Source: an optimization exercise on an open RTL-to-GDS flow (aim: small area). Production flows keep margins and buffers that such runs may drop. Only simulation tests tie the RTL to the original design; equivalence was not proved. Power is estimated from default activity; no workload was simulated. The clock port is modelled as an ideal driver; clocking choices that lean on that would not hold on a real chip.

### design/flow/config.mk
export PLATFORM = sky130hd
export DESIGN_NAME = rsc
export DESIGN_NICKNAME = rsc
export VERILOG_FILES = /design/flow/design.v
export SDC_FILE = /design/flow/constraint.sdc
export NUM_CORES = 4
export LEC_CHECK = 0
export CAP_MARGIN = 10
export CORE_MARGIN = 2
export CORE_UTILIZATION = 55
export GPL_TIMING_DRIVEN = 0
export SETUP_SLACK_MARGIN = 0.15
export SLEW_MARGIN = 10
### design/flow/constraint.sdc
create_clock -name core_clock -period 10.0 [get_ports {clk}]
set_input_delay 2.0000 -clock core_clock [delete_from_list [all_inputs] [get_ports {clk}]]
set_output_delay 2.0000 -clock core_clock [all_outputs]
set_load 0.01 [all_outputs]
### design/flow/design.v
module rsc_spi (
    input  wire       clk,
    input  wire       rst,
    input  wire [6:0] addr,
    input  wire       we,
    input  wire [7:0] wdata,
    output wire [7:0] rdata
);
    wire [1023:0] flat;
    wire [7:0]  hi;
    wire [15:0] lo;
    genvar g;
    generate
        for (g = 0; g < 8; g = g + 1) begin : g_hi
            assign hi[g] = (addr[6:4] == g);
        end
        for (g = 0; g < 16; g = g + 1) begin : g_lo
            assign lo[g] = (addr[3:0] == g);
        end
    endgenerate
    wire [127:0] sel;
    wire [127:0] wen;
    wire [7:0]   whi = hi | {8{rst}};
    wire [15:0]  wlo = (lo & {16{we}}) | {16{rst}};
    generate
        for (g = 0; g < 128; g = g + 1) begin : g_byte
            assign sel[g] = hi[g / 16] & lo[g % 16];
            assign wen[g] = whi[g / 16] & wlo[g % 16];
            reg [7:0] q;
            always @(posedge clk)
                if (wen[g]) q <= wdata;
            assign flat[8*g +: 8] = q;
        end
    endgenerate
    rsc_rdmux u_rd (
        .d  (flat),
        .sel(sel),
        .q  (rdata)
    );
endmodule
module rsc_rdmux (
    input  wire [1023:0] d,
    input  wire [127:0]  sel,
    output wire [7:0]    q
);
    genvar g, b;
    generate
        for (b = 0; b < 8; b = b + 1) begin : g_bit
            wire [127:0] col;
            for (g = 0; g < 128; g = g + 1) begin : g_col
                assign col[g] = sel[g] & d[8*g + b];
            end
            assign q[b] = |col;
        end
    endgenerate
endmodule
module rsc (
    input  wire       clk,
    input  wire       rst,
    input  wire [7:0] hb_addr,
    input  wire [7:0] hb_wdata,
    input  wire       hb_we,
    input  wire       hb_re,
    output wire [7:0] hb_rdata,
    output wire [3:0] cs_n,
    output wire       sclk,
    output wire       mosi,
    input  wire       miso,
    input  wire [3:0] rdy
);
    localparam [3:0] R_OK          = 4'h0;
    localparam [3:0] R_NOT_READY   = 4'h1;
    localparam [3:0] R_BAD_ADDR    = 4'h2;
    localparam [3:0] R_BAD_LEN     = 4'h3;
    localparam [3:0] R_BAD_ARG     = 4'h4;
    localparam [3:0] R_BAD_OPCODE  = 4'h5;
    localparam [3:0] R_TIMEOUT     = 4'h6;
    localparam [3:0] R_ASLEEP      = 4'h7;
    localparam [3:0] R_MISMATCH    = 4'h8;
    localparam [3:0] R_RX_EMPTY    = 4'h9;
    localparam [3:0] R_RX_FIFO_ERR = 4'hA;
    localparam [3:0] R_RX_OVERSIZE = 4'hB;
    localparam [3:0] R_RX_MALFORM  = 4'hC;
    localparam [4:0] S_IDLE   = 5'd0;
    localparam [4:0] S_CHECK  = 5'd1;
    localparam [4:0] S_REG_W  = 5'd2;
    localparam [4:0] S_REG_R  = 5'd3;
    localparam [4:0] S_STROBE = 5'd4;
    localparam [4:0] S_POLL   = 5'd5;
    localparam [4:0] S_ACT    = 5'd6;
    localparam [4:0] S_WAIT   = 5'd7;
    localparam [4:0] S_TXCNT  = 5'd8;
    localparam [4:0] S_SFTX   = 5'd9;
    localparam [4:0] S_TXFIFO = 5'd10;
    localparam [4:0] S_RXCNT  = 5'd11;
    localparam [4:0] S_RXPOLL = 5'd12;
    localparam [4:0] S_RXSFRX = 5'd13;
    localparam [4:0] S_RXSRX  = 5'd14;
    localparam [4:0] S_RXFIFO = 5'd15;
    localparam [4:0] S_DF1    = 5'd16;
    localparam [4:0] S_DF2    = 5'd17;
    reg [7:0] csr_cmd;
    reg [1:0] csr_mod;
    reg [7:0] csr_addr_hi;
    reg [7:0] csr_addr_lo;
    reg [7:0] csr_len;
    reg [7:0] csr_arg;
    reg [7:0] csr_max_polls;
    reg       issued;          
    reg       st_ovr;
    reg [3:0] csr_result;      
    reg [7:0] csr_last_polls;  
    reg [7:0] rx_count;
    reg [7:0] rx_len;
    reg [7:0] rx_addr;
    reg [7:0] rx_rssi;
    reg [7:0] rx_status2;
    reg       rx_pkt_valid;
    reg       rx_trailing;
    wire [7:0] last_status [0:3];    
    wire [7:0] errcnt      [0:3];
    wire [3:0] asleep;
    reg [4:0]  state;
    reg [1:0]  seqt;       
    reg        flag;       
    reg        cs_low;
    reg        run;        
    reg [7:0]  shreg;      
    reg [12:0] cnt;
    wire [3:0] opcode = csr_cmd[3:0];
    wire [1:0] m      = csr_mod;
    wire [7:0] off    = csr_addr_lo;
    wire       is_ext = (csr_addr_hi == 8'h2F);
    wire       burst  = (csr_len > 8'd1);
    wire       st_busy = (state != S_IDLE);
    wire       st_done = issued && !st_busy;
    wire [7:0] cur_status = last_status[m];
    wire [2:0] cur_state  = cur_status[7:5];
    reg [3:0] addr_code;
    always @(*) begin
        if (csr_addr_hi == 8'h00)
            addr_code = (off[7:4] == 4'h3) ? R_NOT_READY :
                        (off >= 8'h40 || off == 8'h2F) ? R_BAD_ADDR : R_OK;
        else
            addr_code = is_ext ? R_OK : R_BAD_ADDR;
    end
    wire [3:0] sk = csr_arg[3:0];
    wire [3:0] strobe_nib =
        (sk == 4'd0) ? 4'h0 : (sk == 4'd1) ? 4'h3 : (sk == 4'd2) ? 4'h4 :
        (sk == 4'd3) ? 4'h5 : (sk == 4'd4) ? 4'h1 : (sk == 4'd5) ? 4'h6 :
        (sk == 4'd6) ? 4'hA : (sk == 4'd7) ? 4'hB : (sk == 4'd8) ? 4'h9 : 4'hD;
    wire [3:0] target_nib = {1'b0, ~(seqt[1] & seqt[0]), ~(seqt[1] | seqt[0]), seqt[1]};
    wire st_reg  = (state == S_REG_W) || (state == S_REG_R);
    wire st_cnt  = (state == S_TXCNT) || (state == S_RXCNT);
    wire st_fifo = (state == S_TXFIFO) || (state == S_RXFIFO);
    wire st_txn  = st_reg || st_cnt || st_fifo ||
                   (state == S_STROBE) || (state == S_POLL) || (state == S_ACT) ||
                   (state == S_SFTX) || (state == S_RXPOLL) ||
                   (state == S_RXSFRX) || (state == S_RXSRX);
    reg [7:0] hdr;
    always @(*) begin
        case (state)
            S_REG_W:  hdr = {1'b0, burst, is_ext ? 6'h2F : off[5:0]};
            S_REG_R:  hdr = {1'b1, burst, is_ext ? 6'h2F : off[5:0]};
            S_STROBE: hdr = {4'h3, strobe_nib};
            S_ACT:    hdr = (cur_state == 3'd6) ? 8'h3A :
                            (cur_state == 3'd7) ? 8'h3B : {4'h3, target_nib};
            S_TXCNT, S_RXCNT: hdr = 8'hAF;
            S_SFTX:   hdr = 8'h3B;
            S_RXSFRX: hdr = 8'h3A;
            S_RXSRX:  hdr = 8'h34;
            S_TXFIFO: hdr = 8'h7F;
            S_RXFIFO: hdr = 8'hFF;
            default:  hdr = 8'h3D;
        endcase
    end
    wire [1:0] b0 = st_fifo ? 2'b01 : (st_cnt || (st_reg && is_ext)) ? 2'b10 : 2'b11;
    wire [12:0] cnt_inc = cnt + 13'd1;
    wire [7:0]  bcur    = cnt[11:4];       
    wire [2:0]  bitn    = cnt[3:1];
    wire        byte_end = run && cnt[0] && (bitn == 3'd7);
    wire        is_hdr  = bcur[7] && (bcur[1:0] == b0);
    wire [7:0]  rx      = {shreg[6:0], miso};
    wire [7:0] endv = (st_reg || (state == S_TXFIFO)) ? csr_len :
                      (state == S_RXFIFO) ? rx_count - 8'd2 :
                      st_cnt ? 8'd1 : 8'd0;
    wire e_fin = run && !cnt[0] && (bitn == 3'd0) && (bcur == endv);
    wire [7:0] dbuf_rd;
    reg  [6:0] d_addr;
    always @(*) begin
        if (!st_busy)
            d_addr = hb_addr[6:0];
        else if (state == S_DF1 || state == S_DF2)
            d_addr = rx_len[6:0];
        else
            d_addr = bcur[6:0];
    end
    wire bc_m1 = bcur[7] && (bcur[1:0] == 2'b11);
    wire bc_m2 = bcur[7] && (bcur[1:0] == 2'b10);
    reg [7:0] outb;
    always @(*) begin
        outb = 8'h00;
        if (is_hdr)
            outb = hdr;
        else if (bc_m1) begin
            if (st_reg)                  outb = off;
            else if (state == S_TXCNT)   outb = 8'hD6;
            else if (state == S_RXCNT)   outb = 8'hD7;
            else if (state == S_TXFIFO)  outb = csr_arg;
        end else if (bc_m2) begin
            if (state == S_TXFIFO)       outb = csr_len + 8'd1;
        end else if (state == S_REG_W || state == S_TXFIFO)
            outb = dbuf_rd;
    end
    wire rdy_m = rdy[m];
    wire e_rdy = cs_low && !run;
    wire e_tmo = e_rdy && !rdy_m && cnt[10];
    wire d_we = st_busy ?
                ((byte_end && !bcur[7] &&
                  ((state == S_REG_R && opcode != 4'd3) || state == S_RXFIFO)) ||
                 (state == S_DF2)) :
                (hb_we && hb_addr[7]);
    wire [7:0] d_wdata = rst ? 8'h00 : st_busy ? ((state == S_DF2) ? 8'h00 : rx) : hb_wdata;
    rsc_spi u_dbuf (
        .clk  (clk),
        .rst  (rst),
        .addr (d_addr),
        .we   (d_we),
        .wdata(d_wdata),
        .rdata(dbuf_rd)
    );
    assign cs_n = cs_low ? ~(4'b0001 << m) : 4'b1111;
    assign sclk = run && cnt[0];
    assign mosi = outb[~bitn];
    reg [7:0] csr_rd;
    always @(*) begin
        case (hb_addr[4:0])
            5'h00: csr_rd = csr_cmd;
            5'h01: csr_rd = {6'd0, csr_mod};
            5'h02: csr_rd = csr_addr_hi;
            5'h03: csr_rd = csr_addr_lo;
            5'h04: csr_rd = csr_len;
            5'h05: csr_rd = csr_arg;
            5'h06: csr_rd = csr_max_polls;
            5'h08: csr_rd = {5'd0, st_ovr, st_done, st_busy};
            5'h09: csr_rd = st_busy ? 8'hFF : {4'd0, csr_result};
            5'h0A: csr_rd = cur_status;
            5'h0B: csr_rd = {5'd0, cur_state};
            5'h0C: csr_rd = errcnt[m];
            5'h0D: csr_rd = {7'd0, asleep[m]};
            5'h0E: csr_rd = csr_last_polls;
            5'h10: csr_rd = rx_count;
            5'h11: csr_rd = rx_len;
            5'h12: csr_rd = rx_addr;
            5'h13: csr_rd = rx_rssi;
            5'h14: csr_rd = rx_status2;
            5'h15: csr_rd = {1'b0, rx_status2[6:0]};
            5'h16: csr_rd = {5'd0, rx_trailing, rx_pkt_valid & rx_status2[7], rx_pkt_valid};
            default: csr_rd = 8'h00;
        endcase
    end
    assign hb_rdata = hb_addr[7] ? dbuf_rd :
                      (hb_addr[6:5] == 2'b00) ? csr_rd : 8'h00;
    wire [7:0] cur_errcnt = errcnt[m];
    wire ec_clr = !st_busy && hb_we && (hb_addr == 8'h0C);
    wire ec_inc = e_fin && (state == S_REG_R) && (opcode == 4'd3) && flag &&
                  (cur_errcnt != 8'hFF);
    wire [7:0] ec_d = (rst || ec_clr) ? 8'd0 : cur_errcnt + 8'd1;
    wire ls_we = byte_end && is_hdr;
    wire [7:0] ls_d = rst ? 8'd0 : rx;
    wire as_we = e_fin && ((state == S_STROBE && (csr_arg == 8'd0 || csr_arg == 8'd8)) ||
                           (state == S_POLL && opcode == 4'd5 && cur_state == {1'b0, seqt}));
    wire as_d = !rst && (state == S_STROBE) && csr_arg[3];
    genvar gm;
    generate
        for (gm = 0; gm < 4; gm = gm + 1) begin : g_mod
            reg [7:0] status_q;
            reg [7:0] errcnt_q;
            reg       asleep_q;
            always @(posedge clk) begin
                if (rst || (ls_we && m == gm))
                    status_q <= ls_d;
                if (rst || ((ec_clr || ec_inc) && m == gm))
                    errcnt_q <= ec_d;
                if (rst || (as_we && m == gm))
                    asleep_q <= as_d;
            end
            assign last_status[gm] = status_q;
            assign errcnt[gm]      = errcnt_q;
            assign asleep[gm]      = asleep_q;
        end
    endgenerate
    integer i;
    always @(posedge clk) begin
        if (!cs_low)
            cnt <= (state == S_WAIT) ? cnt_inc : 13'd0;
        else if (!run)
            cnt <= rdy_m ? {1'b0, 6'b111111, b0, 4'b0000} : cnt_inc;
        else
            cnt <= e_fin ? 13'd0 : cnt_inc;
        if (run && cnt[0])
            shreg <= rx;
    end
    task finish;
        input [3:0] code;
        begin
            csr_result <= code;
            state      <= S_IDLE;
        end
    endtask
    always @(posedge clk) begin
        if (rst) begin
            csr_cmd        <= 8'd0;
            csr_mod        <= 2'd0;
            csr_addr_hi    <= 8'd0;
            csr_addr_lo    <= 8'd0;
            csr_len        <= 8'd0;
            csr_arg        <= 8'd0;
            csr_max_polls  <= 8'd255;
            issued         <= 1'b0;
            st_ovr         <= 1'b0;
            csr_result     <= 4'd0;
            csr_last_polls <= 8'd0;
            rx_count       <= 8'd0;
            rx_len         <= 8'd0;
            rx_addr        <= 8'd0;
            rx_rssi        <= 8'd0;
            rx_status2     <= 8'd0;
            rx_pkt_valid   <= 1'b0;
            rx_trailing    <= 1'b0;
            state          <= S_IDLE;
            seqt           <= 2'd0;
            flag           <= 1'b0;
            cs_low         <= 1'b0;
            run            <= 1'b0;
        end else begin
            if (hb_we) begin
                if (st_busy) begin
                    st_ovr <= 1'b1;
                end else if (!hb_addr[7]) begin
                    case (hb_addr)
                        8'h00: begin
                            csr_cmd <= hb_wdata;
                            issued  <= 1'b1;
                            state   <= S_CHECK;
                        end
                        8'h01: csr_mod       <= hb_wdata[1:0];
                        8'h02: csr_addr_hi   <= hb_wdata;
                        8'h03: csr_addr_lo   <= hb_wdata;
                        8'h04: csr_len       <= hb_wdata;
                        8'h05: csr_arg       <= hb_wdata;
                        8'h06: csr_max_polls <= hb_wdata;
                        8'h08: if (hb_wdata[2]) st_ovr <= 1'b0;
                        default: ;
                    endcase
                end
            end
            if (!cs_low) begin
                if (st_txn)
                    cs_low <= 1'b1;
            end else if (!run) begin
                if (rdy_m)
                    run <= 1'b1;
                else if (cnt[10])
                    cs_low <= 1'b0;
            end else if (e_fin) begin
                run    <= 1'b0;
                cs_low <= 1'b0;
            end
            if (byte_end) begin
                case (state)
                    S_REG_R:
                        if (opcode == 4'd3 && !bcur[7] && rx != dbuf_rd) flag <= 1'b1;
                    S_TXCNT:
                        if (!bcur[7]) flag <= (rx != 8'd0);
                    S_RXCNT:
                        if (!bcur[7]) begin
                            rx_count     <= rx;
                            rx_pkt_valid <= 1'b0;
                            rx_trailing  <= 1'b0;
                        end
                    S_RXFIFO: begin
                        if (bcur[7] && bcur[1:0] == 2'b10) rx_len  <= rx;
                        if (bcur[7] && bcur[1:0] == 2'b11) rx_addr <= rx;
                        if (!bcur[7]) begin
                            if (flag) rx_trailing <= 1'b1;
                            if (bcur == rx_len && rx_len != 8'd0) flag <= 1'b1;
                        end
                    end
                    default: ;
                endcase
            end
            if (e_tmo)
                finish(R_TIMEOUT);
            else case (state)
                S_IDLE: ;
                S_CHECK: begin
                    flag <= 1'b0;
                    if (csr_cmd[7:4] != 4'd0 || opcode == 4'd0 || opcode > 4'd7)
                        finish(R_BAD_OPCODE);
                    else case (opcode)
                        4'd1, 4'd2, 4'd3: begin
                            if (addr_code != R_OK)
                                finish(addr_code);
                            else if (csr_len == 8'd0 || csr_len > 8'd128)
                                finish(R_BAD_LEN);
                            else
                                state <= (opcode == 4'd1) ? S_REG_R : S_REG_W;
                        end
                        4'd4: begin
                            if (csr_arg > 8'd9) finish(R_BAD_ARG);
                            else state <= S_STROBE;
                        end
                        4'd5: begin
                            if (csr_arg > 8'd3) finish(R_BAD_ARG);
                            else begin
                                seqt           <= csr_arg[1:0];
                                csr_last_polls <= 8'd0;
                                state          <= S_POLL;
                            end
                        end
                        4'd6: begin
                            if (csr_len > 8'd124) finish(R_BAD_LEN);
                            else if (asleep[m]) finish(R_ASLEEP);
                            else state <= S_TXCNT;
                        end
                        default: state <= S_RXCNT;
                    endcase
                end
                S_WAIT: begin
                    if (cnt[12] && cnt[10]) begin
                        csr_last_polls <= csr_last_polls + 8'd1;
                        state          <= S_POLL;
                    end
                end
                S_DF1: begin
                    rx_status2   <= dbuf_rd;
                    rx_len       <= rx_len - 8'd1;
                    rx_pkt_valid <= 1'b1;
                    state        <= S_DF2;
                end
                S_DF2: begin
                    rx_rssi <= dbuf_rd;
                    finish(R_OK);
                end
                default: if (e_fin) begin
                    case (state)
                        S_REG_W: begin
                            if (opcode == 4'd3) state <= S_REG_R;
                            else finish(R_OK);
                        end
                        S_REG_R: begin
                            if (opcode == 4'd3 && flag)
                                finish(R_MISMATCH);
                            else
                                finish(R_OK);
                        end
                        S_STROBE: finish(R_OK);
                        S_POLL: begin
                            if (cur_state == {1'b0, seqt}) begin
                                if (opcode == 4'd5)
                                    finish(R_OK);
                                else if (seqt == 2'd0)
                                    state <= S_SFTX;
                                else if (seqt == 2'd3)
                                    state <= S_TXFIFO;
                                else
                                    finish(R_OK);
                            end else if (csr_last_polls == csr_max_polls)
                                finish(R_TIMEOUT);
                            else if (cur_state == 3'd4 || cur_state == 3'd5)
                                state <= S_WAIT;
                            else
                                state <= S_ACT;
                        end
                        S_ACT: begin
                            csr_last_polls <= csr_last_polls + 8'd1;
                            state          <= S_POLL;
                        end
                        S_TXCNT: begin
                            csr_last_polls <= 8'd0;
                            seqt           <= flag ? 2'd0 : 2'd3;
                            state          <= S_POLL;
                        end
                        S_SFTX: begin
                            csr_last_polls <= 8'd0;
                            seqt           <= 2'd3;
                            state          <= S_POLL;
                        end
                        S_TXFIFO: begin
                            csr_last_polls <= 8'd0;
                            seqt           <= 2'd2;
                            state          <= S_POLL;
                        end
                        S_RXCNT: begin
                            if (rx_count == 8'd0) finish(R_RX_EMPTY);
                            else state <= S_RXPOLL;
                        end
                        S_RXPOLL: begin
                            if (cur_state == 3'd6) state <= S_RXSFRX;
                            else if (rx_count > 8'd128) finish(R_RX_OVERSIZE);
                            else state <= S_RXFIFO;
                        end
                        S_RXSFRX: state <= S_RXSRX;
                        S_RXSRX:  finish(R_RX_FIFO_ERR);
                        S_RXFIFO: begin
                            if (!flag) finish(R_RX_MALFORM);
                            else state <= S_DF1;
                        end
                        default: state <= S_IDLE;
                    endcase
                end
            endcase
        end
    end
endmodule
### design/flow/flow/run.sh
#!/bin/bash
# Layout flow: the standard flow (standard.sh) with these changes, none
# of which touches a register (the netlist keeps the standard synthesis's
# registers, names and cell types):
# - synthesis maps the DBUF read multiplexer (module rsc_rdmux of
#   rtl/rsc_spi.v) to a fixed gate netlist written by gen_rdmux.py (a222oi
#   gates and a NAND/NOR tree), which ABC does not find by itself;
# - the ABC script of synthesis maps for area instead of delay;
# - clock tree synthesis clusters more sinks per buffer (25 within 100 um),
#   with no dummy loads, for a smaller clock tree.
set -euo pipefail
HERE=$(pwd)

python3 "$HERE/flow/gen_rdmux.py" "$HERE/rdmux_cells.v" > "$HERE/gen_rdmux.log" 2>&1

# ORFS's synth.tcl with the read multiplexer replaced and the ABC script changed
sed -e "s#^\(\s*\)log_cmd abc {\*}\$abc_args#\1lset abc_args 1 $HERE/flow/abc_area.script\n\1log_cmd abc {*}\$abc_args#" \
    -e "s#^read_checkpoint .*1_1_yosys_canonicalize.rtlil\$#&\nread_verilog -overwrite $HERE/rdmux_cells.v#" \
    "$FLOW_HOME/scripts/synth.tcl" > "$HERE/synth_area.tcl"
grep -q "lset abc_args 1" "$HERE/synth_area.tcl"
grep -q "rdmux_cells.v" "$HERE/synth_area.tcl"

# The standard flow's synthesis script, sourcing the one above
sed "s#\$::env(SCRIPTS_DIR)/synth.tcl#$HERE/synth_area.tcl#" synth_recipe.tcl > "$HERE/synth_recipe_area.tcl"
grep -q "synth_area.tcl" "$HERE/synth_recipe_area.tcl"

# standard.sh with that synthesis script
sed "s#SYNTH_SCRIPT=[^ ]*#SYNTH_SCRIPT=$HERE/synth_recipe_area.tcl#" standard.sh > "$HERE/standard_area.sh"
grep -q "synth_recipe_area.tcl" "$HERE/standard_area.sh"

export CTS_ARGS="-sink_clustering_enable -repair_clock_nets -sink_clustering_size 25 -sink_clustering_max_diameter 100 -dont_use_dummy_load"

bash "$HERE/standard_area.sh" finish > "$HERE/flow_make.log" 2>&1
### design/flow/flow/abc_area.script
&get -n
&st
&dch -f
&nf -p -R 1000 -F 8
&put
### design/flow/flow/gen_rdmux.py
#!/usr/bin/env python3
# Writes a gate-level rsc_rdmux (the DBUF read multiplexer of rtl/rsc_spi.v)
# in sky130_fd_sc_hd cells: per bit, a222oi gates take three (select, data)
# pairs each, and a NAND4 / NOR4 / NAND3 tree ORs their results.
import sys

P = "sky130_fd_sc_hd__"
out = []
w = out.append
w("module rsc_rdmux (d, sel, q);")
w("  input [1023:0] d;")
w("  input [127:0] sel;")
w("  output [7:0] q;")
n = 0


def inst(cell, pins):
    global n
    n += 1
    conn = ", ".join(".%s(%s)" % (p, s) for p, s in pins)
    w("  %s%s rm_%d (%s);" % (P, cell, n, conn))


for b in range(8):
    # level 1: groups of three selected data bits, active low
    l1 = []
    for k in range(0, 128, 3):
        y = "rm_b%d_y%d" % (b, k)
        w("  wire %s;" % y)
        idx = list(range(k, min(k + 3, 128)))
        pins = []
        for letter, i in zip("ABC", idx):
            pins += [(letter + "1", "sel[%d]" % i), (letter + "2", "d[%d]" % (8 * i + b))]
        inst("a222oi_1" if len(idx) == 3 else "a22oi_1", pins + [("Y", y)])
        l1.append(y)
    # level 2: NAND of up to four, active high
    l2 = []
    for k in range(0, len(l1), 4):
        grp = l1[k:k + 4]
        y = "rm_b%d_z%d" % (b, k)
        w("  wire %s;" % y)
        cell = {4: "nand4_1", 3: "nand3_1", 2: "nand2_1"}[len(grp)]
        inst(cell, list(zip("ABCD", grp)) + [("Y", y)])
        l2.append(y)
    # level 3: NOR of up to four, active low
    l3 = []
    for k in range(0, len(l2), 4):
        grp = l2[k:k + 4]
        y = "rm_b%d_u%d" % (b, k)
        w("  wire %s;" % y)
        cell = {4: "nor4_1", 3: "nor3_1", 2: "nor2_1"}[len(grp)]
        inst(cell, list(zip("ABCD", grp)) + [("Y", y)])
        l3.append(y)
    # level 4: NAND, active high
    assert len(l3) == 3
    inst("nand3_1", list(zip("ABC", l3)) + [("Y", "q[%d]" % b)])
w("endmodule")
open(sys.argv[1], "w").write("\n".join(out) + "\n")
### design/flow/standard.sh
#!/bin/bash
# synth_recipe.tcl (not shown) runs the flow's synth.tcl, then flattens the netlist and writes it again
# the make line also repeats each setting of config.mk as NAME=value (left out here)
make -C /OpenROAD-flow-scripts/flow DESIGN_CONFIG=/design/flow/config.mk WORK_HOME=/design/flow/orfs CLKGATE_MAP_FILE= SYNTH_SCRIPT=/design/flow/synth_recipe.tcl "${@:-finish}"
==> results_dict.tcl, run 1 <==
set metrics [dict create \
    grt_max_degree 93 \
    whs_ns 0.464 \
    drcViolationCount 0 \
    cts_num_sinks 1228 \
    leakagePower_nw 17.2 \
    synthArstFlopShare_pct 0 \
    place_congestion 1.05 \
    cts_max_level 2 \
    required_ns 8.00 \
    grt_pass1_wl_um 212000 \
    critical_path_class "input port to output port" \
    drive_gt1_share_pct 9.81 \
    die_height_um 298 \
    hold_viol_final 0 \
    area_growth_pct 10.8 \
    cts_tree "built" \
    synth_area_leaders "edfxtp_1 (70%), a222oi_1 (7.5%), dfxtp_1 (5.4%)" \
    r2r_slack_ns 3.27 \
    yosysSeqAreaShare_pct 75.0 \
    fin_crit_ns 9.82 \
    clock_skew_ns 0.0993 \
    vias 31875 \
    slew_headroom_pct 12.4 \
    drv_cap 0 \
    wire_per_inst_um 33.4 \
    overflow 0 \
    grt_pass1_vias 30103 \
    crit_arrival_ns 7.82 \
    cts-buffers-inserted 56 \
    ios 39 \
    synth_most_common_cell "edfxtp_1" \
    fmax_mhz 102 \
    max_slew.worst_pin.slew_ns 1.30 \
    core_sq_um 85300 \
    cts_max_path_buffers 3 \
    yosys-top-cells-count "edfxtp_1 (1099), nor2_1 (426), a222oi_1 (357)" \
    synth_top_cell_area_share_pct 69.6 \
    synth_cells 3097 \
    max-vdd-ir-drop_mv 0.151 \
    powerDensity_nw_per_um2 171 \
    synth-main-ff-cell "edfxtp_1" \
    grt_setup_unrepaired "no" \
    drt_iter0_drc 5739 \
    critical_path.max_fanout 11 \
    synth_top_area_cell "edfxtp_1" \
    cts.hold.buffers_added 0 \
    hold_class "flip-flop to flip-flop" \
    die_x_um 298 \
    rows 107 \
    portBuffers 37 \
    fin_tns_setup_ns 0 \
    critPathCaptureType "output port" \
    synth_area_per_cell_sq_um 15.3 \
    start_kind "input port" \
    ant_nets 0 \
    dieArea_sq_um 88600 \
    antenna_found_initial 1 \
    grt_usage_pct 32.8 \
    start_util_pct 55.6 \
    syn-num-nets 3135 \
    status "finished clean" \
    clock_latency_ns 0.68 \
    avgViaCountPerCell 7.18 \
    first_pass_iters 13 \
    netlist_area_sq_um 47400 \
    maxSlewViolCount 0 \
    period_share_pct 98.2 \
    root_buffer "clkbuf_16" \
    wl_um 148000 \
    ys_types 55 \
    synth_edf_count 1099 \
    hpwl_um 104000 \
    ys_ff_latch 1228 \
    yosysWarnings 2 \
    setup_viol 0 \
    path_clk_slew_ns 0.07 \
    nets 3332 \
]
==> area by class of cell <==
| type | instances | area, sq um |
|---|---|---|
| well taps | 1144 | 1430 |
| flip-flops and latches | 1228 | 35600 |
| fillers | 6396 | 32700 |
| inverters | 13 | 48.8 |
| multi-input cells | 1856 | 12700 |
| repair buffers | 139 | 1370 |
| diodes | 1 | 2.50 |
| clock buffers | 56 | 1400 |
==> what timing repair did <==
action                                  CTS  global route
gates cloned                              0             0
endpoints found under the setup margin    9             1
pin swaps                                 1             0
resized for setup                       103            50
setup buffers                             0             0
==> state kept, by name, summed over array words and instances, names as in the netlist, 13 cells and up <==
signal / flops
cnt: 13
g_mod.status_q: 32
g_mod.errcnt_q: 32
u_dbuf.g_byte.q: 1024
==> layout by cell type, fill, tap and decap left out, types with 21 or more instances in the layout <==
cell,count
nand4_1,105
nor2_2,51
nor3_1,47
o21ai_0,40
nand2_1,193
a211oi_1,21
nor4_1,29
a22oi_1,35
buf_4,61
clkbuf_16,56
a222oi_1,357
edfxtp_1,1099
xor2_1,32
clkdlybuf4s50_1,33
nand3_1,39
buf_6,27
mux2i_1,55
a21oi_1,107
dfxtp_1,127
xnor2_1,29
nor2_1,372
==> worst paths after layout <==
kind,startpoint,to,depth (start not counted)
setup / recovery,hb_addr[3],mosi,18
hold / removal,rx_rssi[7],rx_rssi[7],2
setup reg to reg,state[4],flag,19
hold reg to reg,rx_rssi[7],rx_rssi[7],2
==> critical path: stages <==
cell and delay (ns):
clkdlybuf4s50_1 0.90, o21ai_2 0.25, and2_2 0.37, nand2_4 0.35, nor2_2 0.18, a222oi_1 0.64
nand4_1 0.34, nor4_2 0.61, nand3_2 0.41, a221oi_1 0.38, nor3_1 0.09, a31oi_1 0.17
a21oi_1 0.09, o21ai_0 0.13, nand2_1 0.11, nand2_1 0.07, o21ai_0 0.17, clkdlybuf4s50_1 0.53
==> logic make-up after synthesis <==
family,count (synthesis),share of synthesized area [%]
and+or+nand+nor,1013,9.80
xor gates and xnor gates,61,1.13
AOI/OAI and AO/OA,713,12.4
buffers and inverters,13,0.103
adders and majority gates,13,0.343
DFF,1228,75.0
muxes,56,1.21
==> per-layer routing <==
metal  wire, um  track usage, %
met1      58700            48.2
met2      66500            49.7
met3      17600            6.45
met4       5390            10.7
met5         82               0
==> metrics by stage <==
| stage | setup slack [ns] | cell area [sq um] | total power [W] | instances | util [%] |
|---|---|---|---|---|---|
| after floorplan | 1.73 | 47400 | 0.00628 | 3097 | - |
| after CTS | 0.181 | 52400 | 0.00900 | 4436 | 61.4 |
| after detailed placement | -1.57 | 50600 | 0.00660 | 4380 | 59.3 |
| after global routing | 0.196 | 52500 | 0.00921 | 4436 | 61.6 |
| final | 0.181 | 52500 | 0.00898 | 4437 | 61.6 |
| after global placement | -10.38 | 49200 | 0.00656 | 4278 | 57.7 |
==> power breakdown <==
group,total (W),leakage [nW],internal (W),switching (W)
Sequential,0.00595,11.7,0.00588,0.0000683
Clock,0.00246,0.690,0.000997,0.00146
Combinational,0.000568,4.79,0.000112,0.000456
==> inputs of run 2 (changes only) <==
--- a/design/flow/design.v
+++ b/design/flow/design.v
@@ -85,18 +85,18 @@
     localparam [4:0] S_CHECK  = 5'd1;
-    localparam [4:0] S_REG_W  = 5'd2;
-    localparam [4:0] S_REG_R  = 5'd3;
-    localparam [4:0] S_STROBE = 5'd4;
-    localparam [4:0] S_POLL   = 5'd5;
-    localparam [4:0] S_ACT    = 5'd6;
-    localparam [4:0] S_WAIT   = 5'd7;
-    localparam [4:0] S_TXCNT  = 5'd8;
-    localparam [4:0] S_SFTX   = 5'd9;
-    localparam [4:0] S_TXFIFO = 5'd10;
-    localparam [4:0] S_RXCNT  = 5'd11;
-    localparam [4:0] S_RXPOLL = 5'd12;
-    localparam [4:0] S_RXSFRX = 5'd13;
-    localparam [4:0] S_RXSRX  = 5'd14;
-    localparam [4:0] S_RXFIFO = 5'd15;
-    localparam [4:0] S_DF1    = 5'd16;
-    localparam [4:0] S_DF2    = 5'd17;
+    localparam [4:0] S_REG_W  = 5'd16;
+    localparam [4:0] S_REG_R  = 5'd17;
+    localparam [4:0] S_STROBE = 5'd22;
+    localparam [4:0] S_POLL   = 5'd23;
+    localparam [4:0] S_ACT    = 5'd24;
+    localparam [4:0] S_WAIT   = 5'd2;
+    localparam [4:0] S_TXCNT  = 5'd18;
+    localparam [4:0] S_SFTX   = 5'd25;
+    localparam [4:0] S_TXFIFO = 5'd20;
+    localparam [4:0] S_RXCNT  = 5'd19;
+    localparam [4:0] S_RXPOLL = 5'd26;
+    localparam [4:0] S_RXSFRX = 5'd27;
+    localparam [4:0] S_RXSRX  = 5'd28;
+    localparam [4:0] S_RXFIFO = 5'd21;
+    localparam [4:0] S_DF1    = 5'd3;
+    localparam [4:0] S_DF2    = 5'd4;
     reg [7:0] csr_cmd;
@@ -128,2 +128,3 @@
     reg [7:0]  shreg;      
+    reg        mosi_q;
     reg [12:0] cnt;
@@ -152,9 +153,6 @@
     wire [3:0] target_nib = {1'b0, ~(seqt[1] & seqt[0]), ~(seqt[1] | seqt[0]), seqt[1]};
-    wire st_reg  = (state == S_REG_W) || (state == S_REG_R);
-    wire st_cnt  = (state == S_TXCNT) || (state == S_RXCNT);
-    wire st_fifo = (state == S_TXFIFO) || (state == S_RXFIFO);
-    wire st_txn  = st_reg || st_cnt || st_fifo ||
-                   (state == S_STROBE) || (state == S_POLL) || (state == S_ACT) ||
-                   (state == S_SFTX) || (state == S_RXPOLL) ||
-                   (state == S_RXSFRX) || (state == S_RXSRX);
+    wire st_reg  = (state[4:1] == 4'b1000);
+    wire st_cnt  = (state[4:1] == 4'b1001);
+    wire st_fifo = (state[4:1] == 4'b1010);
+    wire st_txn  = state[4];
     reg [7:0] hdr;
@@ -178,5 +176,5 @@
     wire [12:0] cnt_inc = cnt + 13'd1;
-    wire [7:0]  bcur    = cnt[11:4];       
-    wire [2:0]  bitn    = cnt[3:1];
-    wire        byte_end = run && cnt[0] && (bitn == 3'd7);
+    wire [7:0]  bcur    = cnt[12:5];       
+    wire [2:0]  bitn    = cnt[4:2];
+    wire        byte_end = run && (cnt[1:0] == 2'd3) && (bitn == 3'd7);
     wire        is_hdr  = bcur[7] && (bcur[1:0] == b0);
@@ -186,13 +184,6 @@
                       st_cnt ? 8'd1 : 8'd0;
-    wire e_fin = run && !cnt[0] && (bitn == 3'd0) && (bcur == endv);
+    wire e_fin = run && (cnt[1:0] == 2'd0) && (bitn == 3'd0) && (bcur == endv);
     wire [7:0] dbuf_rd;
-    reg  [6:0] d_addr;
-    always @(*) begin
-        if (!st_busy)
-            d_addr = hb_addr[6:0];
-        else if (state == S_DF1 || state == S_DF2)
-            d_addr = rx_len[6:0];
-        else
-            d_addr = bcur[6:0];
-    end
+    wire [6:0] d_addr = st_busy ? bcur[6:0] : hb_addr[6:0];
+    wire [7:0] rxl_dec = rx_len - 8'd1;
     wire bc_m1 = bcur[7] && (bcur[1:0] == 2'b11);
@@ -220,5 +211,5 @@
                   ((state == S_REG_R && opcode != 4'd3) || state == S_RXFIFO)) ||
-                 (state == S_DF2)) :
+                 (state == S_DF1)) :
                 (hb_we && hb_addr[7]);
-    wire [7:0] d_wdata = rst ? 8'h00 : st_busy ? ((state == S_DF2) ? 8'h00 : rx) : hb_wdata;
+    wire [7:0] d_wdata = rst ? 8'h00 : st_busy ? ((state == S_DF1) ? 8'h00 : rx) : hb_wdata;
     rsc_spi u_dbuf (
@@ -232,4 +223,4 @@
     assign cs_n = cs_low ? ~(4'b0001 << m) : 4'b1111;
-    assign sclk = run && cnt[0];
-    assign mosi = outb[~bitn];
+    assign sclk = run && cnt[1];
+    assign mosi = mosi_q;
     reg [7:0] csr_rd;
@@ -295,9 +286,13 @@
         if (!cs_low)
-            cnt <= (state == S_WAIT) ? cnt_inc : 13'd0;
+            cnt <= (state == S_WAIT || state == S_DF1) ? cnt_inc : 13'd0;
         else if (!run)
-            cnt <= rdy_m ? {1'b0, 6'b111111, b0, 4'b0000} : cnt_inc;
+            cnt <= rdy_m ? {6'b111111, b0, 5'b00000} : cnt_inc;
+        else if (e_fin)
+            cnt <= (state == S_RXFIFO) ? {rxl_dec, 5'b11111} : 13'd0;
         else
-            cnt <= e_fin ? 13'd0 : cnt_inc;
-        if (run && cnt[0])
+            cnt <= cnt_inc;
+        if (run && cnt[1:0] == 2'd3)
             shreg <= rx;
+        if (run && cnt[1:0] == 2'd0)
+            mosi_q <= outb[~bitn];
     end
@@ -436,4 +431,3 @@
                 S_DF1: begin
-                    rx_status2   <= dbuf_rd;
-                    rx_len       <= rx_len - 8'd1;
+                    rx_rssi      <= dbuf_rd;
                     rx_pkt_valid <= 1'b1;
@@ -442,3 +436,4 @@
                 S_DF2: begin
-                    rx_rssi <= dbuf_rd;
+                    rx_status2 <= dbuf_rd;
+                    rx_len     <= rxl_dec;
                     finish(R_OK);
==> design/flow/flow/abc_area.script (replaced) <==
&get -n
&st
&dch -f
&nf -p -R 1000 -F 8
&st
&dch -f
&nf -p -R 1000 -F 8
&put
--- a/design/flow/config.mk
+++ b/design/flow/config.mk
@@ -9,5 +9,5 @@
 export CORE_MARGIN = 2
-export CORE_UTILIZATION = 55
+export CORE_UTILIZATION = 62
 export GPL_TIMING_DRIVEN = 0
-export SETUP_SLACK_MARGIN = 0.15
+export SETUP_SLACK_MARGIN = 0.05
 export SLEW_MARGIN = 10
==> run 2 against run 1 <==
  * Now fails the layout checks on setup timing
  * Via count up 1.0%
  * Sequential cell count rose by 1
  * Synthesized area about the same
  * Critical endpoint is now hb_rdata[5]
  * Largest cell class unchanged
  * Highest routed layer unchanged
==> results_dict.tcl, run 2 <==
set metrics [dict create \
    status "complete, but fails checks" \
    violations "setup timing" \
    start_kind "input port" \
    yosysWarnings 2 \
    hold_viol_final 0 \
    max-vdd-ir-drop_mv 0.260 \
    final_core_util_pct 67.9 \
    cpPeakStageDelay_ns 1.07 \
    path_clk_slew_ns 0.09 \
    drt_iter0_drc 5933 \
    grt_pass1_wl_um 206000 \
    ys_types 57 \
    period_share_pct 101 \
    holdPathStages 2 \
    crit_buf_inv 2 \
    reg_top3 "u_dbuf.g_byte.q: 1024 flops, g_mod.errcnt_q: 32 flops, g_mod.status_q: 32 flops" \
    synth_area_leaders "edfxtp_1 (70%), a222oi_1 (7.4%), dfxtp_1 (5.4%)" \
    fin_crit_ns 10.07 \
    vias 32195 \
    netlist_area_sq_um 47500 \
    start_util_pct 62.6 \
    max_slew.worst_pin.slew_ns 1.27 \
    final_common_cell "edfxtp_1" \
    reg2reg_from "state[2]" \
    hold_class "flip-flop to flip-flop" \
    drcViolationCount 0 \
    wire_per_inst_um 34.1 \
    critical_path.max_fanout 11 \
    fin_cells 4245 \
    synth-main-ff-cell "edfxtp_1" \
    r2r_slack_ns 1.87 \
    grt_usage_pct 36.5 \
    slowest_stage "nor4_1" \
    diodes 0 \
    hpwl_um 97800 \
    yosys-top-cells-count "edfxtp_1 (1100), nor2_1 (415), a222oi_1 (350)" \
    cts_tree "built" \
    critPathCaptureType "output port" \
    top_register "u_dbuf.g_byte.q" \
    synth_most_common_cell "edfxtp_1" \
    holdCritStartpoint "rx_rssi[5]" \
    fmax_mhz 99.3 \
    cp.depth 12 \
    yosysSeqAreaShare_pct 75.0 \
    first_pass_iters 14 \
    fin_ws_ns -0.0656 \
    crit_arrival_ns 8.07 \
    cts_num_sinks 1229 \
    avgViaCountPerCell 7.58 \
    cts.hold.buffers_added 0 \
    wl_um 145000 \
    synth_area_per_cell_sq_um 15.1 \
    r2r-end "mosi_q" \
    p_total_w 0.0130 \
    grt_setup_unrepaired "no" \
    synthArstFlopShare_pct 0 \
    syn-num-nets 3175 \
    die_height_um 281 \
    portBuffers 37 \
    powerDensity_nw_per_um2 251 \
    ys_ff_latch 1229 \
    maxSlewViolCount 0 \
    root_buffer "clkbuf_16" \
    overflow 0 \
    grt_max_degree 82 \
    final_cell_mix "edfxtp_1 (1100), nor2_1 (413), a222oi_1 (350)" \
    clock_skew_ns 0.108 \
    clock_latency_ns 0.68 \
    synth_cells 3137 \
    drv_cap 0 \
    holdPathEnd "rx_rssi[5]" \
    ios 39 \
    post-place-cells 4189 \
    antenna_found_initial 1 \
    leakagePower_nw 16.5 \
    whs_ns 0.461 \
    cts_setup_buffers 0 \
    area_growth_pct 8.56 \
    preCtsSetupSlack_ns -0.500 \
    nets 3307 \
    synth_edf_count 1100 \
    slew_headroom_pct 15.4 \
    cts_max_path_buffers 3 \
    ant_nets 0 \
    required_ns 8.00 \
    largest_register_ff_count 1024 \
    die_x_um 281 \
    critical_path_class "input port to output port" \
    cts-buffers-inserted 56 \
    core_sq_um 75800 \
    drive_gt1_share_pct 5.23 \
    dieArea_sq_um 78800 \
    synth_top_cell_area_share_pct 69.6 \
    grt_pass1_vias 30058 \
    crit_family "simple AND/OR/NAND/NOR gates" \
    cts_max_level 2 \
    reg2regPathDepth 17 \
    place_congestion 1.04 \
    synth_top_area_cell "edfxtp_1" \
    cp_cell_sequence "clkdlybuf4s50_1 > mux2i_2 > nor2_1 > nand3_2 > nor2_1 > a222oi_1 > nand4_1 > nor4_1 > nand3_2 > nand2_1 > o21ai_0 > clkdlybuf4s50_1" \
    rows 101 \
    setup_viol 2 \
]
[run 2: cell families after synthesis]
| kind of cell | share of synthesized area (%) |
|---|---|
| flops | 75.0 |
| xor+xnor | 0.886 |
| fa+ha+maj | 0.343 |
| buf+inv | 0.253 |
| mux | 0.662 |
| simple gates | 9.98 |
| compound gates | 12.8 |
[run 2: how the worst max path moves through the flow]
stage                     from                     to  slack, ns
floorplan           hb_addr[5]            hb_rdata[6]       3.80
global placement           rst  u_dbuf.g_byte[9].q[7]      -1.74
detailed placement  hb_addr[1]            hb_rdata[7]      -0.50
CTS                 hb_addr[1]            hb_rdata[2]       0.16
global route        hb_addr[1]            hb_rdata[3]       0.05
finish              hb_addr[1]            hb_rdata[5]      -0.07
[run 2: cell type report]
cell class	instances	area, sq um
multi-input combinational	1876	12200
clock buffer	56	1400
fill	5148	24300
inverter	32	120
timing repair buffer	74	1010
sequential	1229	35600
tap	978	1220
[run 2: power breakdown]
group	internal, W	switching [W]	leakage, nW	total (W)
Clock	0.000997	0.00146	0.690	0.00245
Sequential	0.00715	0.000335	11.7	0.00749
Combinational	0.000612	0.00240	4.04	0.00301
[run 2: what timing repair did]
| item | 4_1_cts | 5_1_grt |
|---|---|---|
| hold endpoints to repair | 0 | 0 |
| pin swaps | 0 | 0 |
| gates resized for setup | 17 | 11 |
| endpoints found under the setup margin | 8 | 8 |
[run 2: worst register-to-register path: cells and delay by family (launching register included)]
family / cells / cell delay, ns
compound gates: 7 / 1.57
mux: 2 / 1.28
simple gates: 8 / 4.57
flops: 1 / 0.43
[run 2: metrics by stage]
stage | area [sq um] | TNS (ns)
final | 51500 | -0.0995
after global routing | 51500 | 0
after CTS | 51400 | 0
after detailed placement | 50000 | -2.46
after global placement | 49000 | -1851.87
after floorplan | 47500 | 0
[run 2: per-layer routing]
| metal | part of all wire (%) | GRT usage [%] | vias to the layer above |
|---|---|---|---|
| met3 | 13 | 8.96 | 339 |
| met5 | 0.0090 | 0 | - |
| met1 | 38 | 51.8 | 16130 |
| li1 | - | - | 13402 |
| met2 | 45 | 55.3 | 2322 |
| met4 | 4.5 | 13.8 | 2 |
==> inputs of run 3 (changes only) <==
--- a/design/flow/flow/run.sh
+++ b/design/flow/flow/run.sh
@@ -10,2 +10,4 @@
 #   with no dummy loads, for a smaller clock tree.
+# - the buffer that every input and output port gets is buf_2 instead of the
+#   default clkdlybuf4s50_1: smaller and faster.
 set -euo pipefail
@@ -30,2 +32,3 @@
 
+export BUFFER_PORTS_ARGS="-buffer_cell sky130_fd_sc_hd__buf_2"
 export CTS_ARGS="-sink_clustering_enable -repair_clock_nets -sink_clustering_size 25 -sink_clustering_max_diameter 100 -dont_use_dummy_load"
==> design/flow/config.mk (replaced) <==
export PLATFORM = sky130hd
export DESIGN_NAME = rsc
export DESIGN_NICKNAME = rsc
export VERILOG_FILES = /design/flow/design.v
export SDC_FILE = /design/flow/constraint.sdc
export NUM_CORES = 4
export LEC_CHECK = 0
export CAP_MARGIN = 20
export CORE_MARGIN = 2
export CORE_UTILIZATION = 70
export GPL_TIMING_DRIVEN = 1
export SETUP_SLACK_MARGIN = 0.3
export SLEW_MARGIN = 20
==> run 3 against run 2 <==
  * Now clean on timing, DRC and antenna
  * Synthesized cell count is the same
  * Cell count shrank 1.8%
  * Sequential power is essentially flat
  * Worst setup slack gained 1.0 ns
  * Clock skew shrank 0.026 ns
  * Final area shrank 1.5%
  * Count of clock-buffer cells in the layout is the same
  * Total power shrank 1.4%
  * Clock power is essentially flat
  * Utilization grew 7.6 points
  * Critical path depth is the same
  * Largest power group unchanged
  * Highest routed layer unchanged
==> results_dict.tcl, run 3 <==
set metrics [dict create \
    cts.hold.buffers_added 0 \
    yosysWarnings 2 \
    synth_top_area_cell "edfxtp_1" \
    postCtsResizedCells 0 \
    cts_max_path_buffers 3 \
    synth_edf_count 1100 \
    critPathCaptureType "output port" \
    drt_iter0_drc 7277 \
    area_growth_pct 6.93 \
    synth_area_leaders "edfxtp_1 (70%), a222oi_1 (7.4%), dfxtp_1 (5.4%)" \
    drcViolationCount 0 \
    holdCritStartpoint "rx_status2[0]" \
    yosys-top-cells-count "edfxtp_1 (1100), nor2_1 (415), a222oi_1 (350)" \
    synthArstFlopShare_pct 0 \
    fin_tns_setup_ns 0 \
    synth_top_cell_area_share_pct 69.6 \
    max_slew.worst_pin.slew_ns 1.24 \
    cts-buffers-inserted 56 \
    cts_tree "built" \
    avgViaCountPerCell 7.85 \
    largest_register_ff_count 1024 \
    overflow 0 \
    r2r-end "mosi_q" \
    grt_setup_unrepaired "no" \
    startpoint "state[2]" \
    portBuffers 37 \
    required_ns 8.00 \
    synth_area_per_cell_sq_um 15.1 \
    holdPathEnd "rx_status2[0]" \
    hpwl_um 93100 \
    hold_class "flip-flop to flip-flop" \
    synth-main-ff-cell "edfxtp_1" \
    rows 95 \
    synth_most_common_cell "edfxtp_1" \
    grt_usage_pct 40.2 \
    period_share_pct 90.6 \
    cts_max_level 2 \
    holdPathStages 2 \
    ys_types 57 \
    top_register "u_dbuf.g_byte.q" \
    wire_per_inst_um 33.8 \
    path_clk_slew_ns 0.09 \
    place_congestion 1.04 \
    ys_ff_latch 1229 \
    leakagePower_nw 16.4 \
    start_util_pct 70.7 \
    core_sq_um 67200 \
    ios 39 \
    dieArea_sq_um 69900 \
    slew_headroom_pct 17.3 \
    synth_cells 3137 \
    reg_top3 "u_dbuf.g_byte.q: 1024 flops, g_mod.errcnt_q: 32 flops, g_mod.status_q: 32 flops" \
    nets 3331 \
    yosysSeqAreaShare_pct 75.0 \
    die_x_um 264 \
    wl_um 141000 \
    drive_gt1_share_pct 5.41 \
    maxSlewViolCount 0 \
    root_buffer "clkbuf_16" \
    drv_cap 0 \
    reg2reg_from "state[2]" \
    hold_viol_final 0 \
    cts_setup_buffers 0 \
    grt_pass1_vias 30771 \
    ant_nets 0 \
    syn-num-nets 3175 \
    powerDensity_nw_per_um2 252 \
    setup_viol 0 \
    final_cell_mix "edfxtp_1 (1100), nor2_1 (415), a222oi_1 (350)" \
    final_common_cell "edfxtp_1" \
    p_total_w 0.0128 \
    antenna_found_initial 3 \
    start_kind "flip-flop" \
    grt_max_degree 108 \
    die_height_um 264 \
    grt_pass1_wl_um 204000 \
    crit_arrival_ns 7.06 \
    netlist_area_sq_um 47500 \
    fmax_mhz 110 \
    first_pass_iters 13 \
    clock_skew_ns 0.0817 \
    critical_path_class "flip-flop to output port" \
    max-vdd-ir-drop_mv 0.286 \
    reg2regPathDepth 17 \
    critical_path.max_fanout 10 \
    clock_latency_ns 0.68 \
    vias 32716 \
    fin_crit_ns 9.06 \
    status "finished clean" \
    cts_num_sinks 1229 \
    r2r_slack_ns 2.38 \
]
## run 3: critical path, cell delays in order (launching register included)
cell and delay, ns:
dfxtp_1 0.42, nor3_1 0.66, nand2_1 0.53, mux2i_1 0.64, nor2b_1 0.25, nand2_1 0.85, nor2_1 0.37, a222oi_1 0.57
nand4_1 0.37, nor4_1 0.75, nand3_1 0.58, a21o_1 0.31, buf_2 0.13
## run 3: worst max path at each step
| stage | endpoint | slack, ns | cells after the start |
|---|---|---|---|
| detailed placement | hb_rdata[0] | 1.54 | 13 |
| global placement | hb_rdata[3] | 1.67 | 13 |
| floorplan | hb_rdata[6] | 3.80 | 9 |
| CTS | hb_rdata[0] | 1.35 | 14 |
| global route | hb_rdata[2] | 1.02 | 14 |
| finish | hb_rdata[1] | 0.94 | 12 |
## run 3: cell families after synthesis
group | share of synthesized area, %
and+or+nand+nor | 9.98
adders and majority gates | 0.343
xor gates and xnor gates | 0.886
AOI/OAI and AO/OA | 12.8
muxes | 0.662
DFF | 75.0
buffers and inverters | 0.253
## run 3: power breakdown
part | total [W] | leakage [nW] | switching (W) | internal [W]
combinational | 0.00281 | 3.99 | 0.00226 | 0.000550
clock | 0.00244 | 0.690 | 0.00145 | 0.000998
sequential | 0.00751 | 11.7 | 0.000350 | 0.00716
total | 0.0128 | 16.4 | 0.00405 | 0.00871
## run 3: cell type report
type                    count  area [sq um]
multi-input cells        1876         11900
repair buffers             98           649
diodes                      3          7.51
clock buffers              56          1400
well taps                 873          1090
fillers                  3917         16400
flip-flops and latches   1229         35600
inverters                  32           120
## run 3: metal layers
metal	vias up	track usage (%)	wire length [um]	part of all wire (%)
li1	13469	-	-	-
met5	-	0	41	0.029
met2	2851	60.9	63700	45
met4	6	18.7	7580	5.4
met1	15946	56.0	49100	35
met3	444	9.98	20400	14
## run 3: through the flow
step / area, sq um / setup WS, ns / util, % / hold slack (ns) / cells
floorplan: 47500 / 3.80 / - / 0.425 / 3137
global placement: 49300 / 1.67 / 73.4 / 0.439 / 4108
CTS: 50700 / 1.35 / 75.5 / 0.462 / 4164
global route: 50700 / 1.02 / 75.5 / 0.479 / 4164
finish: 50700 / 0.938 / 75.6 / 0.463 / 4167
detailed placement: 49300 / 1.54 / 73.4 / 0.449 / 4108
==> inputs of run 4 (changes only) <==
--- a/design/flow/config.mk
+++ b/design/flow/config.mk
@@ -9,3 +9,3 @@
 export CORE_MARGIN = 2
-export CORE_UTILIZATION = 70
+export CORE_UTILIZATION = 62
 export GPL_TIMING_DRIVEN = 1
==> run 4 against run 3 <==
  * Count of clock-buffer cells in the layout is the same
  * Total power grew 0.23%
  * Via count shrank 2.0%
  * Final area grew 0.43%
  * Utilization shrank 8.3 points
  * Die area grew 13%
  * Clock power is essentially flat
  * Register-to-register slack lost 0.54 ns
==> results_dict.tcl, run 4 <==
set metrics [dict create \
    top_register "u_dbuf.g_byte.q" \
    synth-main-ff-cell "edfxtp_1" \
    drcViolationCount 0 \
    die_x_um 281 \
    drv_cap 0 \
    path_clk_slew_ns 0.10 \
    final_common_cell "edfxtp_1" \
    critical_path.max_fanout 10 \
    synth_top_area_cell "edfxtp_1" \
    postCtsResizedCells 0 \
    cp_cell_sequence "nor3_1 > nand2_1 > mux2i_1 > nor2b_1 > nand2_1 > nor2_1 > a222oi_1 > nand4_1 > nor4_1 > nand3_1 > buf_4 > a21o_1 > buf_2" \
    overflow 0 \
    yosys-top-cells-count "edfxtp_1 (1100), nor2_1 (415), a222oi_1 (350)" \
    reg2reg_from "state[2]" \
    cts-buffers-inserted 56 \
    cpPeakStageDelay_ns 1.04 \
    cts_max_level 2 \
    synth-compound-area-share_pct 12.8 \
    synth_fa_ha_area_share_pct 0.343 \
    max-vdd-ir-drop_mv 0.187 \
    core_sq_um 75800 \
    dieArea_sq_um 78800 \
    required_ns 8.00 \
    synthXorXnorAreaFrac_pct 0.886 \
    holdCritStartpoint "rx_rssi[6]" \
    drive_gt1_share_pct 5.75 \
    setup_viol 0 \
    start_util_pct 62.6 \
    ant_nets 0 \
    grt_max_degree 108 \
    avgViaCountPerCell 7.48 \
    slew_headroom_pct 11.8 \
    synth_most_common_cell "edfxtp_1" \
    final_cell_mix "edfxtp_1 (1100), nor2_1 (415), a222oi_1 (350)" \
    fin_crit_ns 9.46 \
    fmax_mhz 106 \
    yosysSeqAreaShare_pct 75.0 \
    syn-num-nets 3175 \
    antenna_found_initial 2 \
    crit_arrival_ns 7.46 \
    yosysWarnings 2 \
    crit_path_frequent_cell "nand2_1" \
    final_core_util_pct 67.2 \
    r2r_slack_ns 1.84 \
    regArea_sq_um 35600 \
    clock_latency_ns 0.68 \
    hold_class "flip-flop to flip-flop" \
    slowest_stage "nor4_1" \
    cts_num_sinks 1229 \
    synth_area_per_cell_sq_um 15.1 \
    reg_top3 "u_dbuf.g_byte.q: 1024 flops, g_mod.errcnt_q: 32 flops, g_mod.status_q: 32 flops" \
    largest_register_ff_count 1024 \
    cts_tree "built" \
    grt_setup_unrepaired "no" \
    synthMuxAreaShare_pct 0.662 \
    clock_skew_ns 0.0882 \
    area_growth_pct 7.40 \
    p_total_w 0.0128 \
    grt_pass1_vias 30113 \
    synth_top_family_by_area "compound AO/OA/AOI/OAI gates" \
    reg2regPathDepth 18 \
    place_congestion 1.05 \
    ios 39 \
    rows 101 \
    vias 32055 \
    ys_ff_latch 1229 \
    fin_cells 4286 \
    powerDensity_nw_per_um2 251 \
    grt_usage_pct 36.0 \
    wl_um 143000 \
    hpwl_um 95300 \
    placed_area_sq_um 49500 \
    maxSlewViolCount 0 \
    status "finished clean" \
    netlist_area_sq_um 47500 \
    yosys.area_share.simple_pct 9.98 \
    cts_max_path_buffers 3 \
    fin_tns_setup_ns 0 \
    first_pass_iters 14 \
    nets 3346 \
    root_buffer "clkbuf_16" \
    holdPathStages 2 \
    synthArstFlopShare_pct 0 \
    fin_area_sq_um 51000 \
    drt_iter0_drc 6099 \
    die_height_um 281 \
    cts_setup_buffers 0 \
    portBuffers 37 \
    fillers 5280 \
    synth_top_cell_area_share_pct 69.6 \
    grt_pass1_wl_um 204000 \
    synth_edf_count 1100 \
    holdPathEnd "rx_rssi[6]" \
    max_slew.worst_pin.slew_ns 1.31 \
    multiInputGateArea_sq_um 11800 \
    leakagePower_nw 16.5 \
    post-place-cells 4227 \
    synth_cells 3137 \
    cts.hold.buffers_added 0 \
    start_kind "flip-flop" \
    synth_area_leaders "edfxtp_1 (70%), a222oi_1 (7.4%), dfxtp_1 (5.4%)" \
    r2r-end "mosi_q" \
    ys_types 57 \
    hold_viol_final 0 \
    period_share_pct 94.6 \
    critical_path_class "flip-flop to output port" \
    wire_per_inst_um 33.3 \
    critPathCaptureType "output port" \
]
## run 4: cell counts after synthesis
No cell type changed its count.
## run 4: how the worst max path moves through the flow
stage / from / endpoint / slack, ns / depth (start not counted)
2_1_floorplan: hb_addr[5] / hb_rdata[6] / 3.80 / 9
3_3_place_gp: hb_addr[3] / hb_rdata[1] / 1.43 / 12
3_5_place_dp: hb_addr[3] / hb_rdata[1] / 1.27 / 12
4_1_cts: state[2] / hb_rdata[1] / 1.02 / 13
5_1_grt: state[2] / hb_rdata[1] / 0.54 / 13
6_report: state[2] / hb_rdata[1] / 0.54 / 13
## run 4: final cells by class
cell class                 count  share of cell area [%]
sequential                  1229                    69.9
timing repair buffer         113                    1.49
clock buffer                  56                    2.75
tap                          978                    2.40
multi-input combinational   1876                    23.2
antenna                        2                 0.00982
inverter                      32                   0.236
## run 4: power by group
group / switching, W / internal [W] / leakage [nW]
registers: 0.000321 / 0.00716 / 11.7
clock network: 0.00145 / 0.000997 / 0.690
logic: 0.00229 / 0.000575 / 4.06
## run 4: cell families after synthesis
| family | after synthesis |
|---|---|
| AO/OA/AOI/OAI | 756 |
| XOR/XNOR | 48 |
| adder cells (fa/ha/maj) | 13 |
| buffers and inverters | 32 |
| flip-flops | 1229 |
| multiplexers | 25 |
| AND/OR/NAND/NOR | 1034 |
## run 4: metrics by stage
step                      setup WS, ns  hold WS (ns)
after detailed placement          1.27         0.446
final                            0.538         0.463
after floorplan                   3.80         0.425
after CTS                         1.02         0.460
after global routing             0.541         0.476
after global placement            1.43         0.442
## run 4: per-layer routing
metal | track usage (%) | up-vias | routed length (um) | share of wire, %
li1 | - | 13491 | - | -
met5 | 0 | - | 0 | 0
met1 | 51.2 | 16036 | 54300 | 38
met2 | 55.3 | 2208 | 64700 | 45
met3 | 8.12 | 320 | 17500 | 12
met4 | 13.1 | 0 | 6200 | 4.3
## run 4: critical path, delay by kind of cell (launching register included)
kind,cells,cell delay [ns]
buf+inv,2,0.40
compound gates,2,0.75
mux,1,0.71
simple gates,8,4.54
flops,1,0.44
==> inputs of run 5 (changes only) <==
--- a/design/flow/flow/run.sh
+++ b/design/flow/flow/run.sh
@@ -8,3 +8,3 @@
 # - the ABC script of synthesis maps for area instead of delay;
-# - clock tree synthesis clusters more sinks per buffer (25 within 100 um),
+# - clock tree synthesis clusters more sinks per buffer (30 within 100 um),
 #   with no dummy loads, for a smaller clock tree.
@@ -33,3 +33,3 @@
 export BUFFER_PORTS_ARGS="-buffer_cell sky130_fd_sc_hd__buf_2"
-export CTS_ARGS="-sink_clustering_enable -repair_clock_nets -sink_clustering_size 25 -sink_clustering_max_diameter 100 -dont_use_dummy_load"
+export CTS_ARGS="-sink_clustering_enable -repair_clock_nets -sink_clustering_size 30 -sink_clustering_max_diameter 100 -dont_use_dummy_load"
 
--- a/design/flow/config.mk
+++ b/design/flow/config.mk
@@ -9,3 +9,3 @@
 export CORE_MARGIN = 2
-export CORE_UTILIZATION = 62
+export CORE_UTILIZATION = 70
 export GPL_TIMING_DRIVEN = 1
==> run 5 against run 4 <==
  * Highest routed layer is now met5
  * Largest power group unchanged
  * Worst setup slack improved by 0.40 ns
  * First-iteration DRC count rose by 13%
  * Fmax rose by 4.4%
  * Synthesized area did not move
  * Utilization rose by 8.1 points
  * Non-clock buffer count fell by 15
  * Still clean
==> results_dict.tcl, run 5 <==
set metrics [dict create \
    status "finished clean" \
    critical_path_class "flip-flop to output port" \
    drv_cap 0 \
    final_cell_mix "edfxtp_1 (1100), nor2_1 (415), a222oi_1 (350)" \
    grt_max_degree 108 \
    cts-buffers-inserted 49 \
    hpwl_um 93100 \
    grt_setup_unrepaired "no" \
    portBuffers 37 \
    cts_max_path_buffers 3 \
    start_util_pct 70.7 \
    root_buffer "clkbuf_16" \
    cts_setup_buffers 0 \
    reg2regPathDepth 17 \
    synth_top_cell_area_share_pct 69.6 \
    rows 95 \
    max-vdd-ir-drop_mv 0.270 \
    hold_viol_final 0 \
    yosysWarnings 2 \
    ant_nets 0 \
    crit_arrival_ns 7.06 \
    cts_max_level 2 \
    synth_cells 3137 \
    core_sq_um 67200 \
    reg2reg_from "state[2]" \
    setup_viol 0 \
    drive_gt1_share_pct 5.21 \
    die_x_um 264 \
    drcViolationCount 0 \
    grt_pass1_wl_um 201000 \
    nets 3324 \
    largest_register_ff_count 1024 \
    synth_edf_count 1100 \
    drt_iter0_drc 6867 \
    synth_most_common_cell "edfxtp_1" \
    clock_skew_ns 0.113 \
    cts.hold.buffers_added 0 \
    top_register "u_dbuf.g_byte.q" \
    postCtsResizedCells 0 \
    path_clk_slew_ns 0.10 \
    die_height_um 264 \
    holdCritStartpoint "rx_status2[6]" \
    dieArea_sq_um 69900 \
    wire_per_inst_um 33.4 \
    hold_class "flip-flop to flip-flop" \
    synthArstFlopShare_pct 0 \
    critPathCaptureType "output port" \
    synth_top_area_cell "edfxtp_1" \
    holdPathEnd "rx_status2[6]" \
    netlist_area_sq_um 47500 \
    fin_tns_setup_ns 0 \
    slew_headroom_pct 14.2 \
    clock_latency_ns 0.66 \
    cts_num_sinks 1229 \
    ys_types 57 \
    area_growth_pct 6.55 \
    holdPathStages 2 \
    yosysSeqAreaShare_pct 75.0 \
    whs_ns 0.468 \
    period_share_pct 90.6 \
    ys_ff_latch 1229 \
    p_total_w 0.0126 \
    synth_area_leaders "edfxtp_1 (70%), a222oi_1 (7.4%), dfxtp_1 (5.4%)" \
    r2r_slack_ns 2.32 \
    avgViaCountPerCell 7.81 \
    fmax_mhz 110 \
    cts_tree "built" \
    grt_pass1_vias 30438 \
    grt_usage_pct 39.5 \
    synth-main-ff-cell "edfxtp_1" \
    reg_top3 "u_dbuf.g_byte.q: 1024 flops, g_mod.errcnt_q: 32 flops, g_mod.status_q: 32 flops" \
    fin_crit_ns 9.06 \
    first_pass_iters 14 \
    vias 32455 \
    required_ns 8.00 \
    final_core_util_pct 75.3 \
    powerDensity_nw_per_um2 249 \
    max_slew.worst_pin.slew_ns 1.29 \
    critical_path.max_fanout 10 \
    ios 39 \
    final_common_cell "edfxtp_1" \
    r2r-end "mosi_q" \
    place_congestion 1.04 \
    synth_area_per_cell_sq_um 15.1 \
    start_kind "flip-flop" \
    syn-num-nets 3175 \
    wl_um 139000 \
    antenna_found_initial 2 \
    yosys-top-cells-count "edfxtp_1 (1100), nor2_1 (415), a222oi_1 (350)" \
    maxSlewViolCount 0 \
    leakagePower_nw 16.3 \
    overflow 0 \
]
## run 5: cells by family (layout without fill, tap and decap cells)
logic type | after synthesis | count (layout) | synth area share (%)
adder cells (fa/ha/maj) | 13 | 13 | 0.343
multiplexers | 25 | 25 | 0.662
other | 0 | 1 | 0
flip-flops | 1229 | 1229 | 75.0
XOR/XNOR | 48 | 48 | 0.886
AO/OA/AOI/OAI | 756 | 756 | 12.8
buffers and inverters | 32 | 179 | 0.253
AND/OR/NAND/NOR | 1034 | 1034 | 9.98
## run 5: worst max-delay path: stages, from the launching register on
cell	delay (ns)
dfxtp_1	0.43
nor3_1	0.65
nand2_1	0.52
mux2i_1	0.63
nor2b_1	0.26
nand2_1	0.88
nor2_1	0.38
a222oi_1	0.54
nand4_1	0.38
nor4_1	0.76
nand3_1	0.58
a21o_1	0.31
buf_2	0.13
## run 5: where the power goes
part	switching (W)	internal (W)	total, W	leakage (nW)
logic	0.00224	0.000550	0.00279	3.99
clock network	0.00140	0.000881	0.00228	0.604
registers	0.000343	0.00716	0.00750	11.7
total	0.00398	0.00859	0.0126	16.3
## run 5: layout make-up
cell class | count | area, sq um
Inverter | 32 | 120
Multi-Input combinational cell | 1876 | 11900
Antenna cell | 1 | 2.50
Timing Repair Buffer | 98 | 649
Sequential cell | 1229 | 35600
Clock buffer | 49 | 1230
Fill cell | 3948 | 16600
Tap cell | 873 | 1090
## run 5: through the flow
step	setup WS, ns	cells	cell area, sq um
6_report	0.939	4158	50600
5_1_grt	1.05	4157	50600
4_1_cts	1.41	4157	50500
3_5_place_dp	1.54	4108	49300
3_3_place_gp	1.67	4108	49300
2_1_floorplan	3.80	3137	47500
## run 5: layer usage
| layer | GRT usage [%] | part of all wire, % |
|---|---|---|
| met1 | 55.8 | 35 |
| met2 | 59.5 | 45 |
| met3 | 9.48 | 14 |
| met4 | 17.9 | 5.4 |
| met5 | 0 | 0.0094 |
## run 5: worst max path at each step
stage,from,endpoint,cells after the start
CTS,state[2],hb_rdata[0],14
finish,state[2],hb_rdata[1],12
floorplan,hb_addr[5],hb_rdata[6],9
detailed placement,hb_addr[3],hb_rdata[0],13
global route,state[2],hb_rdata[2],14
global placement,hb_addr[0],hb_rdata[3],13

[re-timing with driven ports]
The results above use ideal ports. As a check the final layouts listed here were re-extracted and re-timed, cells and wires unchanged. Step 1: set_driving_cell puts a clkbuf_16 on clk and a buf_2 on each other input, an assumption about the parent block. Step 2 also shifts input and output timing later by t, the mid clock arrival at the registers, as if the neighbouring blocks saw the same clock. a / b / c = ideal ports / drivers / drivers and shift; a / b = the first two.
run | t (ns) | setup slack, ns | worst setup path at the end | worst register clock-pin slew, ns
run 1 | 0.706 | 0.181 / 0.149 / 0.149 | input to output | 0.11 / 0.11
run 2 | 0.698 | -0.066 / -0.087 / -0.087 | input to output | 0.10 / 0.10
run 3 | 0.705 | 0.938 / 0.868 / 1.105 | input to output | 0.10 / 0.10
run 4 | 0.706 | 0.538 / 0.470 / 0.930 | input to output | 0.11 / 0.11
run 5 | 0.671 | 0.939 / 0.872 / 1.083 | input to output | 0.11 / 0.11
For run 1, which loses most, drivers alone change the setup slack by -0.032 ns; drivers and shift together by -0.032 ns.
